This design comes from an exercise in tuning for small area, a short achievable clock period and few clock cycles per item on the open sky130 flow, not from production work.
The RTL was checked by simulation tests, not by an equivalence proof against the original design.

==> inputs of run X <==
Design bq_cascade, start of the top module:
module bq_cascade (
    input  wire        clk,
    input  wire        rst,
    input  wire        cfg_we,
    input  wire [4:0]  cfg_addr,
    input  wire [31:0] cfg_wdata,
    output reg  [31:0] cfg_rdata,
    input  wire        in_valid,
    output wire        in_ready,
    input  wire [31:0] in_data,
    output reg         out_valid,
    output wire [31:0] out_data,
    output wire        busy
);
export LEC_CHECK = 0
export ABC_AREA = 1
export CAP_MARGIN = 20
export CORE_MARGIN = 2
export CORE_UTILIZATION = 55
export SLEW_MARGIN = 20
create_clock -name core_clock -period 22.0 [get_ports {clk}]
standard.sh (not shown) runs the stock make flow with config.mk's settings and CLKGATE_MAP_FILE= SYNTH_SCRIPT=/design/flow/synth_recipe.tcl, a recipe that flattens the netlist after the stock synthesis.
==> flow/flow/run.sh <==
#!/bin/bash
set -euo pipefail
bash standard.sh \
  SETUP_SLACK_MARGIN=11 \
  "BUFFER_PORTS_ARGS=-buffer_cell sky130_fd_sc_hd__buf_2" \
  "CTS_ARGS=-sink_clustering_enable -repair_clock_nets -dont_use_dummy_load" \
  finish > flow_make.log 2>&1
==> run H: changes against run X <==
--- a/flow/design.v
+++ b/flow/design.v
@@ -19,16 +19,16 @@
     wire b_nan  = b_max & ~b_fz;
     wire a_inf  = a_max & a_fz;
     wire b_inf  = b_max & b_fz;
     wire a_zero = a_sub & a_fz;
     wire b_zero = b_sub & b_fz;
     wire [23:0] ma = {~a_sub, fa};
     wire [23:0] mb = {~b_sub, fb};
-    wire [47:0] pa, pb;
-    mul24cs u_mul24 (.a(ma), .b(mb), .ra(pa), .rb(pb));
+    wire [47:0] p;
+    mul24 u_mul24 (.a(ma), .b(mb), .p(p));
     wire [22:0] fs = a_sub ? fa : fb;
     reg  [4:0]  lzs;
     integer i;
     always @* begin
         lzs = 5'd23;
         for (i = 0; i < 23; i = i + 1)
             if (fs[i]) lzs = 5'd23 - i[4:0];
@@ -54,32 +54,30 @@
     wire signed [10:0] st0 = $signed({5'b0, tzp}) + s1;
     wire        stk0 = st0 < 11'sd23;
     wire        stk1 = st0 < 11'sd22;
     wire [9:0]  eb0  = nrm ? (e0[9:0] - {5'b0, l0}) : 10'd0;
     wire nan_r  = a_nan | b_nan | (a_inf & b_zero) | (a_zero & b_inf);
     wire inf_r  = a_inf | b_inf;
     wire zero_r = a_zero | b_zero | (a_sub & b_sub);
-    reg [47:0] pa_q, pb_q;
+    reg [47:0] p_q;
     reg [6:0]  z_q;
     reg [9:0]  eb0_q;
     reg        nrm_q, stk0_q, stk1_q, sy_q, nan_q, inf_q, zero_q;
     always @(posedge clk) begin
-        pa_q   <= pa;
-        pb_q   <= pb;
+        p_q    <= p;
         z_q    <= z;
         eb0_q  <= eb0;
         nrm_q  <= nrm;
         stk0_q <= stk0;
         stk1_q <= stk1;
         sy_q   <= sy;
         nan_q  <= nan_r;
         inf_q  <= inf_r;
         zero_q <= zero_r;
     end
-    wire [47:0] p_q = pa_q + pb_q;
     wire [70:0] big = {p_q, 23'b0} >> z_q;
     wire [25:0] x   = big[47:22];
     wire        c    = nrm_q & ~x[25];
     wire [23:0] mant = c ? x[24:1] : x[25:2];
     wire        grd  = c ? x[0] : x[1];
     wire        stk  = c ? stk1_q : stk0_q;
     wire        inc  = grd & (stk | mant[0]);
@@ -94,15 +92,15 @@
             y <= {sy_q, 31'b0};
         else if (sum >= 34'h07F800000)
             y <= {sy_q, 8'hFF, 23'b0};
         else
             y <= {sy_q, sum[30:0]};
     end
 endmodule
-module mul24cs (input wire [23:0] a, input wire [23:0] b, output wire [47:0] ra, output wire [47:0] rb);
+module mul24 (input wire [23:0] a, input wire [23:0] b, output wire [47:0] p);
     wire s1 = (a[19] & b[0]) ^ (a[18] & b[1]);
     wire c2 = (a[19] & b[0]) & (a[18] & b[1]);
     wire s3 = (a[20] & b[0]) ^ (a[19] & b[1]) ^ (a[18] & b[2]);
     wire c4 = ((a[20] & b[0]) & (a[19] & b[1])) | ((a[20] & b[0]) & (a[18] & b[2])) | ((a[19] & b[1]) & (a[18] & b[2]));
     wire s5 = (a[17] & b[3]) ^ (a[16] & b[4]);
     wire c6 = (a[17] & b[3]) & (a[16] & b[4]);
     wire s7 = (a[21] & b[0]) ^ (a[20] & b[1]) ^ (a[19] & b[2]);
@@ -1107,16 +1105,17 @@
     wire c1006 = (c834 & s919) | (c834 & c918) | (s919 & c918);
     wire s1007 = c838 ^ s921 ^ c920;
     wire c1008 = (c838 & s921) | (c838 & c920) | (s921 & c920);
     wire s1009 = c840 ^ s923 ^ c922;
     wire c1010 = (c840 & s923) | (c840 & c922) | (s923 & c922);
     wire s1011 = (a[23] & b[22]) ^ (a[22] & b[23]) ^ c924;
     wire c1012 = ((a[23] & b[22]) & (a[22] & b[23])) | ((a[23] & b[22]) & c924) | ((a[22] & b[23]) & c924);
-    assign ra = {1'b0, (a[23] & b[23]), s1011, s1009, s1007, s1005, s1003, s1001, s999, s997, s995, s993, s991, s989, s987, s985, s983, s981, s979, s977, s975, s973, s971, s969, s967, s965, s963, s961, s959, s957, s955, s953, s951, s949, s947, s945, s943, s941, s939, s937, s935, s933, s931, s929, s927, (a[0] & b[2]), (a[1] & b[0]), (a[0] & b[0])};
-    assign rb = {1'b0, c1012, c1010, c1008, c1006, c1004, c1002, c1000, c998, c996, c994, c992, c990, c988, c986, c984, c982, c980, c978, c976, c974, c972, c970, c968, c966, c964, c962, c960, c958, c956, c954, c952, c950, c948, c946, c944, c942, c940, c938, c936, c934, c932, c930, c928, c926, s925, (a[0] & b[1]), 1'b0};
+    wire [47:0] ra = {1'b0, (a[23] & b[23]), s1011, s1009, s1007, s1005, s1003, s1001, s999, s997, s995, s993, s991, s989, s987, s985, s983, s981, s979, s977, s975, s973, s971, s969, s967, s965, s963, s961, s959, s957, s955, s953, s951, s949, s947, s945, s943, s941, s939, s937, s935, s933, s931, s929, s927, (a[0] & b[2]), (a[1] & b[0]), (a[0] & b[0])};
+    wire [47:0] rb = {1'b0, c1012, c1010, c1008, c1006, c1004, c1002, c1000, c998, c996, c994, c992, c990, c988, c986, c984, c982, c980, c978, c976, c974, c972, c970, c968, c966, c964, c962, c960, c958, c956, c954, c952, c950, c948, c946, c944, c942, c940, c938, c936, c934, c932, c930, c928, c926, s925, (a[0] & b[1]), 1'b0};
+    assign p = ra + rb;
 endmodule
 module fp32_add (
     input  wire        clk,
     input  wire [31:0] a,
     input  wire [31:0] b,
     output reg  [31:0] y
 );
@@ -1159,15 +1158,15 @@
     wire [7:0]  dba  = xeb - xea;
     wire [7:0]  d    = swap ? dba : dab;
     wire [4:0]  dsh = (d > 8'd27) ? 5'd27 : d[4:0];
     wire [26:0] zs  = {mz, 3'b000} >> dsh;
     wire        zst = ~zz & (({3'b0, tzz} + 8'd3) < d);
     wire [26:0] za  = {zs[26:1], zs[0] | zst};
     wire [26:0] xa  = {mx, 3'b000};
-    wire [27:0] s = {1'b0, xa} + ({1'b0, za} ^ {28{sub}}) + {27'b0, sub};
+    wire [27:0] s = sub ? ({1'b0, xa} - {1'b0, za}) : ({1'b0, xa} + {1'b0, za});
     wire nan_r  = a_nan | b_nan | (a_inf & b_inf & sub);
     wire inf_r  = a_inf | b_inf;
     wire infs_r = a_inf ? a[31] : b[31];
     wire zero_r = (sub & meq) | (a_zero & b_zero);
     wire zs_r   = ~sub & sx;
     reg [27:0] s_q;
     reg [7:0]  ex_q;
@@ -1260,89 +1259,89 @@
     reg  [31:0] ma, mb, aa, ab;
     wire [31:0] mr, ar;
     fp32_mul u_mul (.clk(clk), .a(ma), .b(mb), .y(mr));
     fp32_add u_add (.clk(clk), .a(aa), .b(ab), .y(ar));
     assign out_data = ar;
     reg [31:0] yv;             
     reg [31:0] h1, h2;         
-    wire [4:0] soff = cfg_addr - 5'd20;
+    reg  [4:0] caddr;
+    wire [4:0] raddr = busy ? caddr : cfg_addr;
+    wire [4:0] soff = raddr - 5'd20;
+    reg  [31:0] rdata;
     always @* begin
-        if (cfg_addr < 5'd20)
-            cfg_rdata = coef[cfg_addr];
-        else if (cfg_addr < 5'd28)
-            cfg_rdata = st[soff[2:0]];
-        else if (cfg_addr == 5'd28)
-            cfg_rdata = {30'b0, nsec_m1};
+        if (raddr < 5'd20)
+            rdata = coef[raddr];
+        else if (raddr < 5'd28)
+            rdata = st[soff[2:0]];
+        else if (raddr == 5'd28)
+            rdata = {30'b0, nsec_m1};
         else
-            cfg_rdata = 32'h0;
+            rdata = 32'h0;
     end
-    reg  [4:0]  caddr;
-    reg  [31:0] cr;
-    always @(posedge clk) cr <= coef[caddr];
+    always @* cfg_rdata = rdata;
+    reg [31:0] cr;
+    always @(posedge clk) cr <= busy ? rdata : coef[0];
     reg [4:0] caddr_n;
     always @* begin
         if (start)      caddr_n = {1'b0, nsec, 2'b00}  + {3'b0, nsec}  + 5'd1;  
         else if (cv[1]) caddr_n = {1'b0, cs[1], 2'b00} + {3'b0, cs[1]} + 5'd2;  
         else if (cv[2]) caddr_n = {1'b0, cs[2], 2'b00} + {3'b0, cs[2]} + 5'd3;  
         else if (cv[5]) caddr_n = {1'b0, cs[5], 2'b00} + {3'b0, cs[5]} + 5'd4;  
         else            caddr_n = {1'b0, nsec, 2'b00}  + {3'b0, nsec};          
     end
     wire v_x = (cv[0] & (cs[0] == 2'd0)) | (cv[1] & (cs[1] == 2'd0)) | (cv[3] & (cs[3] == 2'd0));
     wire [31:0] vdat = v_x ? xin : yv;
     always @* begin
         ma = cr;
         mb = cv[4] ? ar : vdat;
     end
-    reg [31:0] bq;
-    reg        bfw;      
-    reg        asel;     
+    reg [2:0] saddr;
+    reg [1:0] bsel;      
+    reg       asel;      
     always @(posedge clk) begin
-        if (cv[1])      bq <= (cv[10] & (cs[10] == cs[1])) ? ar : st[{cs[1], 1'b0}];
-        else if (cv[5]) bq <= h1;
-        else if (cv[7]) bq <= st[{cs[7], 1'b1}];
-        else            bq <= h2;
-        bfw  <= cv[1] & fw[1];
-        asel <= cv[7];
+        saddr <= cv[1] ? {cs[1], 1'b0} : {cs[7], 1'b1};
+        bsel  <= cv[5] ? 2'd1 : cv[8] ? 2'd2 : (cv[1] & fw[1]) ? 2'd3 : 2'd0;
+        asel  <= cv[7];
     end
     always @* begin
         aa = asel ? ar : mr;
-        ab = bfw ? ar : bq;
+        case (bsel)
+            2'd0: ab = st[saddr];
+            2'd1: ab = h1;
+            2'd2: ab = h2;
+            default: ab = ar;
+        endcase
     end
     wire        wd1 = cv[10];
     wire        wd2 = cv[11];
     wire [2:0]  waddr = wd1 ? {cs[10], 1'b0} : {cs[11], 1'b1};
     wire [2:0]  cfg_soff = cfg_addr[2:0] - 3'd4;      
-    wire [31:0] st_wd = (wd1 | wd2) ? ar : cfg_wdata;
-    wire        cfg_st = cfg_we & (cfg_addr >= 5'd20) & (cfg_addr < 5'd28);
-    reg  [7:0]  st_we;
     integer k;
-    always @* begin
-        for (k = 0; k < 8; k = k + 1)
-            st_we[k] = ((wd1 | wd2) & (waddr == k)) | (cfg_st & (cfg_soff == k));
-    end
     always @(posedge clk) begin
         for (k = 0; k < 20; k = k + 1)
             if (rst)
                 coef[k] <= 32'h0;
             else if (cfg_we && cfg_addr == k)
                 coef[k] <= cfg_wdata;
         for (k = 0; k < 8; k = k + 1)
             if (rst)
                 st[k] <= 32'h0;
-            else if (st_we[k])
-                st[k] <= st_wd;
+            else if ((wd1 | wd2) && waddr == k)
+                st[k] <= ar;
+            else if (cfg_we && cfg_addr >= 5'd20 && cfg_addr < 5'd28 && cfg_soff == k)
+                st[k] <= cfg_wdata;
         if (rst)
             nsec_m1 <= 2'd0;
         else if (cfg_we && cfg_addr == 5'd28)
             nsec_m1 <= cfg_wdata[1:0];
         if (cv[4]) yv <= ar;
         if (cv[3]) h1 <= mr;
         if (cv[5]) h2 <= mr;
         if (accept) xin <= in_data;
-        caddr <= rst ? 5'd0 : caddr_n;
+        caddr <= caddr_n;
         if (rst) begin
             cv        <= 12'd0;
             fw        <= 3'd0;
             gap       <= 4'd8;
             nsec      <= 2'd0;
             xin_v     <= 1'b0;
             out_valid <= 1'b0;
==> flow/run.sh (new file) <==
#!/bin/bash
# synth_recipe.tcl (not shown) runs the flow's synth.tcl, then flattens the netlist and writes it again
# the make line also repeats each setting of config.mk as NAME=value (left out here)
make -C /OpenROAD-flow-scripts/flow DESIGN_CONFIG=/design/flow/config.mk WORK_HOME=/design/flow/orfs CLKGATE_MAP_FILE= SYNTH_SCRIPT=/design/flow/synth_recipe.tcl finish
CORE_UTILIZATION = 40   (was 55)
removed: flow/flow/run.sh
removed: flow/standard.sh
==> run Z: changes against run X <==
--- a/flow/design.v
+++ b/flow/design.v
@@ -19,16 +19,16 @@
     wire b_nan  = b_max & ~b_fz;
     wire a_inf  = a_max & a_fz;
     wire b_inf  = b_max & b_fz;
     wire a_zero = a_sub & a_fz;
     wire b_zero = b_sub & b_fz;
     wire [23:0] ma = {~a_sub, fa};
     wire [23:0] mb = {~b_sub, fb};
-    wire [47:0] pa, pb;
-    mul24cs u_mul24 (.a(ma), .b(mb), .ra(pa), .rb(pb));
+    wire [47:0] p;
+    mul24 u_mul24 (.a(ma), .b(mb), .p(p));
     wire [22:0] fs = a_sub ? fa : fb;
     reg  [4:0]  lzs;
     integer i;
     always @* begin
         lzs = 5'd23;
         for (i = 0; i < 23; i = i + 1)
             if (fs[i]) lzs = 5'd23 - i[4:0];
@@ -54,32 +54,30 @@
     wire signed [10:0] st0 = $signed({5'b0, tzp}) + s1;
     wire        stk0 = st0 < 11'sd23;
     wire        stk1 = st0 < 11'sd22;
     wire [9:0]  eb0  = nrm ? (e0[9:0] - {5'b0, l0}) : 10'd0;
     wire nan_r  = a_nan | b_nan | (a_inf & b_zero) | (a_zero & b_inf);
     wire inf_r  = a_inf | b_inf;
     wire zero_r = a_zero | b_zero | (a_sub & b_sub);
-    reg [47:0] pa_q, pb_q;
+    reg [47:0] p_q;
     reg [6:0]  z_q;
     reg [9:0]  eb0_q;
     reg        nrm_q, stk0_q, stk1_q, sy_q, nan_q, inf_q, zero_q;
     always @(posedge clk) begin
-        pa_q   <= pa;
-        pb_q   <= pb;
+        p_q    <= p;
         z_q    <= z;
         eb0_q  <= eb0;
         nrm_q  <= nrm;
         stk0_q <= stk0;
         stk1_q <= stk1;
         sy_q   <= sy;
         nan_q  <= nan_r;
         inf_q  <= inf_r;
         zero_q <= zero_r;
     end
-    wire [47:0] p_q = pa_q + pb_q;
     wire [70:0] big = {p_q, 23'b0} >> z_q;
     wire [25:0] x   = big[47:22];
     wire        c    = nrm_q & ~x[25];
     wire [23:0] mant = c ? x[24:1] : x[25:2];
     wire        grd  = c ? x[0] : x[1];
     wire        stk  = c ? stk1_q : stk0_q;
     wire        inc  = grd & (stk | mant[0]);
@@ -94,15 +92,15 @@
             y <= {sy_q, 31'b0};
         else if (sum >= 34'h07F800000)
             y <= {sy_q, 8'hFF, 23'b0};
         else
             y <= {sy_q, sum[30:0]};
     end
 endmodule
-module mul24cs (input wire [23:0] a, input wire [23:0] b, output wire [47:0] ra, output wire [47:0] rb);
+module mul24 (input wire [23:0] a, input wire [23:0] b, output wire [47:0] p);
     wire s1 = (a[19] & b[0]) ^ (a[18] & b[1]);
     wire c2 = (a[19] & b[0]) & (a[18] & b[1]);
     wire s3 = (a[20] & b[0]) ^ (a[19] & b[1]) ^ (a[18] & b[2]);
     wire c4 = ((a[20] & b[0]) & (a[19] & b[1])) | ((a[20] & b[0]) & (a[18] & b[2])) | ((a[19] & b[1]) & (a[18] & b[2]));
     wire s5 = (a[17] & b[3]) ^ (a[16] & b[4]);
     wire c6 = (a[17] & b[3]) & (a[16] & b[4]);
     wire s7 = (a[21] & b[0]) ^ (a[20] & b[1]) ^ (a[19] & b[2]);
@@ -1107,16 +1105,17 @@
     wire c1006 = (c834 & s919) | (c834 & c918) | (s919 & c918);
     wire s1007 = c838 ^ s921 ^ c920;
     wire c1008 = (c838 & s921) | (c838 & c920) | (s921 & c920);
     wire s1009 = c840 ^ s923 ^ c922;
     wire c1010 = (c840 & s923) | (c840 & c922) | (s923 & c922);
     wire s1011 = (a[23] & b[22]) ^ (a[22] & b[23]) ^ c924;
     wire c1012 = ((a[23] & b[22]) & (a[22] & b[23])) | ((a[23] & b[22]) & c924) | ((a[22] & b[23]) & c924);
-    assign ra = {1'b0, (a[23] & b[23]), s1011, s1009, s1007, s1005, s1003, s1001, s999, s997, s995, s993, s991, s989, s987, s985, s983, s981, s979, s977, s975, s973, s971, s969, s967, s965, s963, s961, s959, s957, s955, s953, s951, s949, s947, s945, s943, s941, s939, s937, s935, s933, s931, s929, s927, (a[0] & b[2]), (a[1] & b[0]), (a[0] & b[0])};
-    assign rb = {1'b0, c1012, c1010, c1008, c1006, c1004, c1002, c1000, c998, c996, c994, c992, c990, c988, c986, c984, c982, c980, c978, c976, c974, c972, c970, c968, c966, c964, c962, c960, c958, c956, c954, c952, c950, c948, c946, c944, c942, c940, c938, c936, c934, c932, c930, c928, c926, s925, (a[0] & b[1]), 1'b0};
+    wire [47:0] ra = {1'b0, (a[23] & b[23]), s1011, s1009, s1007, s1005, s1003, s1001, s999, s997, s995, s993, s991, s989, s987, s985, s983, s981, s979, s977, s975, s973, s971, s969, s967, s965, s963, s961, s959, s957, s955, s953, s951, s949, s947, s945, s943, s941, s939, s937, s935, s933, s931, s929, s927, (a[0] & b[2]), (a[1] & b[0]), (a[0] & b[0])};
+    wire [47:0] rb = {1'b0, c1012, c1010, c1008, c1006, c1004, c1002, c1000, c998, c996, c994, c992, c990, c988, c986, c984, c982, c980, c978, c976, c974, c972, c970, c968, c966, c964, c962, c960, c958, c956, c954, c952, c950, c948, c946, c944, c942, c940, c938, c936, c934, c932, c930, c928, c926, s925, (a[0] & b[1]), 1'b0};
+    assign p = ra + rb;
 endmodule
 module fp32_add (
     input  wire        clk,
     input  wire [31:0] a,
     input  wire [31:0] b,
     output reg  [31:0] y
 );
@@ -1307,32 +1306,32 @@
         aa = asel ? ar : mr;
         ab = bfw ? ar : bq;
     end
     wire        wd1 = cv[10];
     wire        wd2 = cv[11];
     wire [2:0]  waddr = wd1 ? {cs[10], 1'b0} : {cs[11], 1'b1};
     wire [2:0]  cfg_soff = cfg_addr[2:0] - 3'd4;      
-    wire [31:0] st_wd = (wd1 | wd2) ? ar : cfg_wdata;
-    wire        cfg_st = cfg_we & (cfg_addr >= 5'd20) & (cfg_addr < 5'd28);
+    wire [31:0] coef_wd = cfg_wdata & {32{~rst}};
+    wire [31:0] st_wd   = ((wd1 | wd2) ? ar : cfg_wdata) & {32{~rst}};
+    wire        cfg_st  = cfg_we & (cfg_addr >= 5'd20) & (cfg_addr < 5'd28);
+    reg  [19:0] coef_we;
     reg  [7:0]  st_we;
     integer k;
     always @* begin
+        for (k = 0; k < 20; k = k + 1)
+            coef_we[k] = rst | (cfg_we & (cfg_addr == k));
         for (k = 0; k < 8; k = k + 1)
-            st_we[k] = ((wd1 | wd2) & (waddr == k)) | (cfg_st & (cfg_soff == k));
+            st_we[k] = rst | ((wd1 | wd2) & (waddr == k)) | (cfg_st & (cfg_soff == k));
     end
     always @(posedge clk) begin
         for (k = 0; k < 20; k = k + 1)
-            if (rst)
-                coef[k] <= 32'h0;
-            else if (cfg_we && cfg_addr == k)
-                coef[k] <= cfg_wdata;
+            if (coef_we[k])
+                coef[k] <= coef_wd;
         for (k = 0; k < 8; k = k + 1)
-            if (rst)
-                st[k] <= 32'h0;
-            else if (st_we[k])
+            if (st_we[k])
                 st[k] <= st_wd;
         if (rst)
             nsec_m1 <= 2'd0;
         else if (cfg_we && cfg_addr == 5'd28)
             nsec_m1 <= cfg_wdata[1:0];
         if (cv[4]) yv <= ar;
         if (cv[3]) h1 <= mr;
==> flow/flow/run.sh (replaced) <==
#!/bin/bash
set -euo pipefail
bash standard.sh \
  SETUP_SLACK_MARGIN=11 \
  "BUFFER_PORTS_ARGS=-buffer_cell sky130_fd_sc_hd__buf_2" \
  "CTS_ARGS=-sink_clustering_enable -repair_clock_nets -dont_use_dummy_load -buf_list sky130_fd_sc_hd__clkbuf_4" \
  finish > flow_make.log 2>&1
==> run notes <==
| item | run X | run H | run Z |
|---|---|---|---|
| Largest clock skew in the final design | 0.0725 ns | 0.0600 ns | 0.191 ns |
| Initial antenna violation count | 39 | 20 | 21 |
| Number of buffers on the longest clock path | 3 | 3 | 4 |
| Via count of the first global-routing pass | 88,800 | 82,500 | 76,000 |
| Clk pin slew, worst setup/hold paths | 0.05 ns | 0.06 ns | 0.07 ns |
| Per-cell via count in the routed design | 6.44 | 5.97 | 6.49 |
| Final weighted congestion of routability-driven global placement | 1.04 | 0.976 | 0.996 |
| Yosys reg bits | 1,366 | 1,293 | 1,321 |
| Origin of the worst setup path | cfg_addr[2] | cfg_addr[2] | cfg_addr[3] |
| Diodes inserted | 18 | 12 | 13 |
| Clock tree root buffer cell | sky130_fd_sc_hd__clkbuf_16 | sky130_fd_sc_hd__clkbuf_16 | sky130_fd_sc_hd__clkbuf_4 |
| Global-route wire length before repair | 572,000 um | 555,000 um | 509,000 um |
| Seq. cell area | 28,600 sq um | 27,200 sq um | 36,700 sq um |
| Worst Hold Launch | cs[8][0]$_DFF_P_ | cs[8][1]$_DFF_P_ | cs[6][1]$_DFF_P_ |
| Site row count | 148 | 170 | 144 |
| Routed Wire Length | 395,000 um | 383,000 um | 358,000 um |
| Critical-path maximum fanout | 7 | 24 | 17 |
| Multi-In Gates | 8,686 | 8,211 | 6,444 |
| Share of the yosys chip area belonging to registers | 31.9% | 31.6% | 42.8% |
| Number of violations reported at the end of detailed-routing iteration 0 | 15,200 | 11,800 | 11,500 |
| Synth cell types | 72 | 77 | 88 |
| Total number of clock tree sinks | 1,366 | 1,293 | 1,321 |
| Outcome | no timing/DRC/antenna violations | no timing/DRC/antenna violations | no timing/DRC/antenna violations |
| Post-route non-filler standard cell count | 14,600 | 14,600 | 12,100 |
Testbench counts of run X, summed over its fixed seeds: cycles 55,852, items 4,096.
Testbench counts of run H, summed over its fixed seeds: cycles 55,852, items 4,096.
Testbench counts of run Z, summed over its fixed seeds: cycles 55,852, items 4,096.

[what the ideal ports hide]
The flow's constraints put no driver on any port. The routed layouts listed below were extracted and timed again, unchanged, in two steps.
Step 1 sets driving cells, clkbuf_16 on the clock port and buf_2 on the other inputs (assumed; they add their load-dependent delay and slew).
Step 2 moves the port delays by t, midway between the first and last clock arrival at a register: inputs arrive t later, outputs are due t later. That takes back most of the time a late clock gives input paths.
Three values: ideal ports, drivers, drivers and shift; two values: the first two.
| run | t, ns | slack for setup (ns) | worst setup path at the end |
|---|---|---|---|
| run X | 0.889 | 10.679 / 10.610 / 10.610 | input to output |
| run H | 0.913 | 7.010 / 6.985 / 6.985 | input to output |
| run Z | 1.377 | 10.723 / 10.686 / 10.686 | input to output |
After both steps setup and hold are still met in every run listed. The setup slack of run X, which loses most, moves by -0.069 ns with the drivers and by -0.069 ns with both steps.
